Source: an optimization exercise on an open RTL-to-GDS flow (aim: small area). Production flows keep margins and buffers that such runs may drop.
In this exercise RTL edits were held to simulation tests only and were not proved equivalent to the original.
No driver is modelled on the clock port, so clocking that relies on it looks cheaper here than on a real chip.
Power is estimated from default activity; no workload was simulated.

== garnet ==
// adhat_engine
module adhat_engine (
    input  wire        clk,
    input  wire        rst,           
    input  wire        req_valid,
    output wire        req_ready,
    input  wire [4:0]  req_op,
    input  wire        req_adc,
    input  wire        req_sel,
    input  wire [7:0]  req_a,
    input  wire [7:0]  req_b,
    input  wire [7:0]  req_c,
    input  wire [7:0]  req_d,
    input  wire [7:0]  req_e,
    input  wire [7:0]  req_len,
    output wire [7:0]  lst_idx,
    input  wire        lst_sel,
    input  wire [7:0]  lst_a,
    input  wire [7:0]  lst_b,
    output wire        tp_valid,
    output reg  [3:0]  tp_kind,
    output reg  [7:0]  tp_data,
    input  wire        tp_ack,
    input  wire        tp_fail,
    input  wire [7:0]  tp_rdata,
    input  wire        tp_rdy,
    output wire        rsp_valid,
    output wire        val_valid,
    output wire [3:0]  rsp_status,
    output wire [31:0] rsp_value,
    output wire [7:0]  rsp_info_a,
    output wire [7:0]  rsp_info_b,
    output wire [7:0]  rsp_index,
    input  wire [4:0]  mir_addr,
    output wire [7:0]  mir_data,
    output reg  [2:0]  cfg_gain1,
    output reg  [3:0]  cfg_rate1,
    output reg  [2:0]  cfg_filt1,
    output reg         cfg_imode1,
    output reg  [2:0]  cfg_gain2,
    output reg  [1:0]  cfg_rate2,
    output reg         cfg_imode2,
    output reg         alive
);
    localparam NREG = 27;
    localparam OP_WRITEREG  = 4'h01, OP_READREG = 4'h02, OP_SENDCMD  = 4'h03,
               OP_WRITEBLK  = 4'h04, OP_VERIFY  = 4'h05, OP_CONVERT  = 4'h06,
               OP_SCAN      = 4'h07, OP_RTD     = 4'h08, OP_SETGAIN  = 4'h09,
               OP_SETRATE   = 4'h0A, OP_SETFILT = 4'h0B, OP_SETMODE  = 4'h0C,
               OP_HWRESET   = 4'h0D, OP_RELEASE = 4'h0E;
    localparam ST_OK = 4'd0, ST_TRANSPORT = 4'd1, ST_TIMEOUT = 4'd2, ST_CHECKSUM = 4'd3,
               ST_INVCHAN = 4'd4, ST_INVCONF = 4'd5, ST_FRAMELEN = 4'd6,
               ST_INVREG = 4'd7, ST_RELEASED = 4'd8;
    localparam TK_CSA = 4'd0, TK_CSD = 4'd1, TK_TX = 4'd2, TK_RX = 4'd3,
               TK_RDY = 4'd4, TK_PULSE = 4'd5, TK_DELAY = 4'd6, TK_IDLE = 4'd7;
    localparam S_IDLE  = 4'd0,                   S_CSA   = 4'd2,  S_CMD   = 4'd3,
               S_PAY   = 4'd4,  S_CSD   = 4'd5,  S_ABORT = 4'd6,  S_CALL  = 4'd7,
  ...
Size in the first run: ~1,500 cells after synthesis, roughly 200 I/O pins.
Settings: LEC_CHECK=0, CAP_MARGIN=20, CORE_MARGIN=2, CORE_UTILIZATION=65, GPL_ROUTABILITY_DRIVEN=0, PLACE_DENSITY=0.8, SLEW_MARGIN=20; clock period 10.0 ns.
standard.sh (not shown) runs the stock make flow with config.mk's settings and CLKGATE_MAP_FILE= SYNTH_SCRIPT=/design/flow/synth_recipe.tcl, a recipe that flattens the netlist after the stock synthesis.
==> flow/flow/run.sh <==
#!/bin/bash
# The standard layout (the standard.sh and its ORFS steps), with these changes:
#  - synthesis is the standard flow's synthesis script with an area-oriented ABC script for the
#    combinational logic (flow/synth.tcl, flow/abc_area.script); registers are unchanged;
#  - the port buffers are made of the smallest buffer cell instead of the resizer's default;
#  - clock tree synthesis clusters up to 24 sinks per clkbuf_16 and adds no dummy loads;
#  - the resizer repairs nets with the small buffers only (flow/small_buffers.tcl, sourced
#    before each step that may insert buffers).
set -euo pipefail
F="$PWD/flow"
export AREA_ABC_SCRIPT="$F/abc_area.script"
bash standard.sh \
  "SYNTH_SCRIPT=$F/synth.tcl" \
  "BUFFER_PORTS_ARGS=-buffer_cell sky130_fd_sc_hd__buf_1" \
  "CTS_ARGS=-sink_clustering_enable -repair_clock_nets -dont_use_dummy_load -buf_list sky130_fd_sc_hd__clkbuf_16 -sink_clustering_size 24 -sink_clustering_max_diameter 100" \
  "PRE_GLOBAL_PLACE_TCL=$F/small_buffers.tcl" "PRE_RESIZE_TCL=$F/small_buffers.tcl" \
  "PRE_DETAIL_PLACE_TCL=$F/small_buffers.tcl" "PRE_CTS_TCL=$F/small_buffers.tcl" \
  "PRE_REPAIR_TIMING_POST_PLACE_TCL=$F/small_buffers.tcl" "PRE_GLOBAL_ROUTE_TCL=$F/small_buffers.tcl" \
  finish > standard_flow.log 2>&1
Other scripts of this flow, unchanged in this note and not shown: flow/flow/abc_area.script, flow/flow/small_buffers.tcl, flow/flow/synth.tcl
The following lists how delta was set up differently from garnet:
--- a/flow/config.mk
+++ b/flow/config.mk
@@ -9,5 +9,5 @@
 export CORE_MARGIN = 2
-export CORE_UTILIZATION = 65
+export CORE_UTILIZATION = 40
 export GPL_ROUTABILITY_DRIVEN = 0
-export PLACE_DENSITY = 0.8
+export PLACE_DENSITY = 0.6
 export SLEW_MARGIN = 20
==> comparison <==
delta finished every step from synthesis to the final layout, and the layout passed the timing, DRC and antenna checks. Final worst-path cycle share essentially unchanged between garnet and delta. In delta the met1 capacity usage during global routing turned out 27 points lower than in garnet. The core of delta is less densely filled than that of garnet. Fraction of met2 tracks used by global routing in delta is 10 points lower than in garnet. Net switching share of the total power: delta vs garnet down 0.61 points. In the reports for garnet and delta, the smaller highest ir drop seen on vdd belongs to delta. The higher via count of the first global-routing pass of garnet and delta is in garnet. Power after layout, garnet and delta, higher one = garnet. A highest metal layer used by the detailed router of met5 is what garnet shows, while met4 belongs to delta. Critical path depth: delta lower than garnet.

==> static timing again, ports no longer ideal <==
The flow's constraints put no driver on any port. The routed layouts listed below were extracted and timed again, unchanged, in two steps.
Step 1: set_driving_cell puts a clkbuf_16 on clk and a buf_2 on each other input, an assumption about the parent block.
Step 2 also shifts input and output timing later by t, the mid clock arrival at the registers, as if the neighbouring blocks saw the same clock.
Three values: no drivers, after step 1, after step 2; two values: the first two.
| run | t (ns) | setup slack, ns | worst setup path after step 2 | clock arrival spread, ns | worst register clock-pin slew, ns |
|---|---|---|---|---|---|
| garnet | 0.550 | 3.670 / 3.645 / 3.645 | input to output | 0.059 / 0.059 | 0.10 / 0.10 |
| delta | 0.550 | 3.673 / 3.653 / 3.653 | input to output | 0.064 / 0.064 | 0.11 / 0.11 |
After both steps every run listed still meets setup and hold. The setup slack of garnet, which loses most, moves by -0.025 ns with the drivers and by -0.025 ns with both steps.
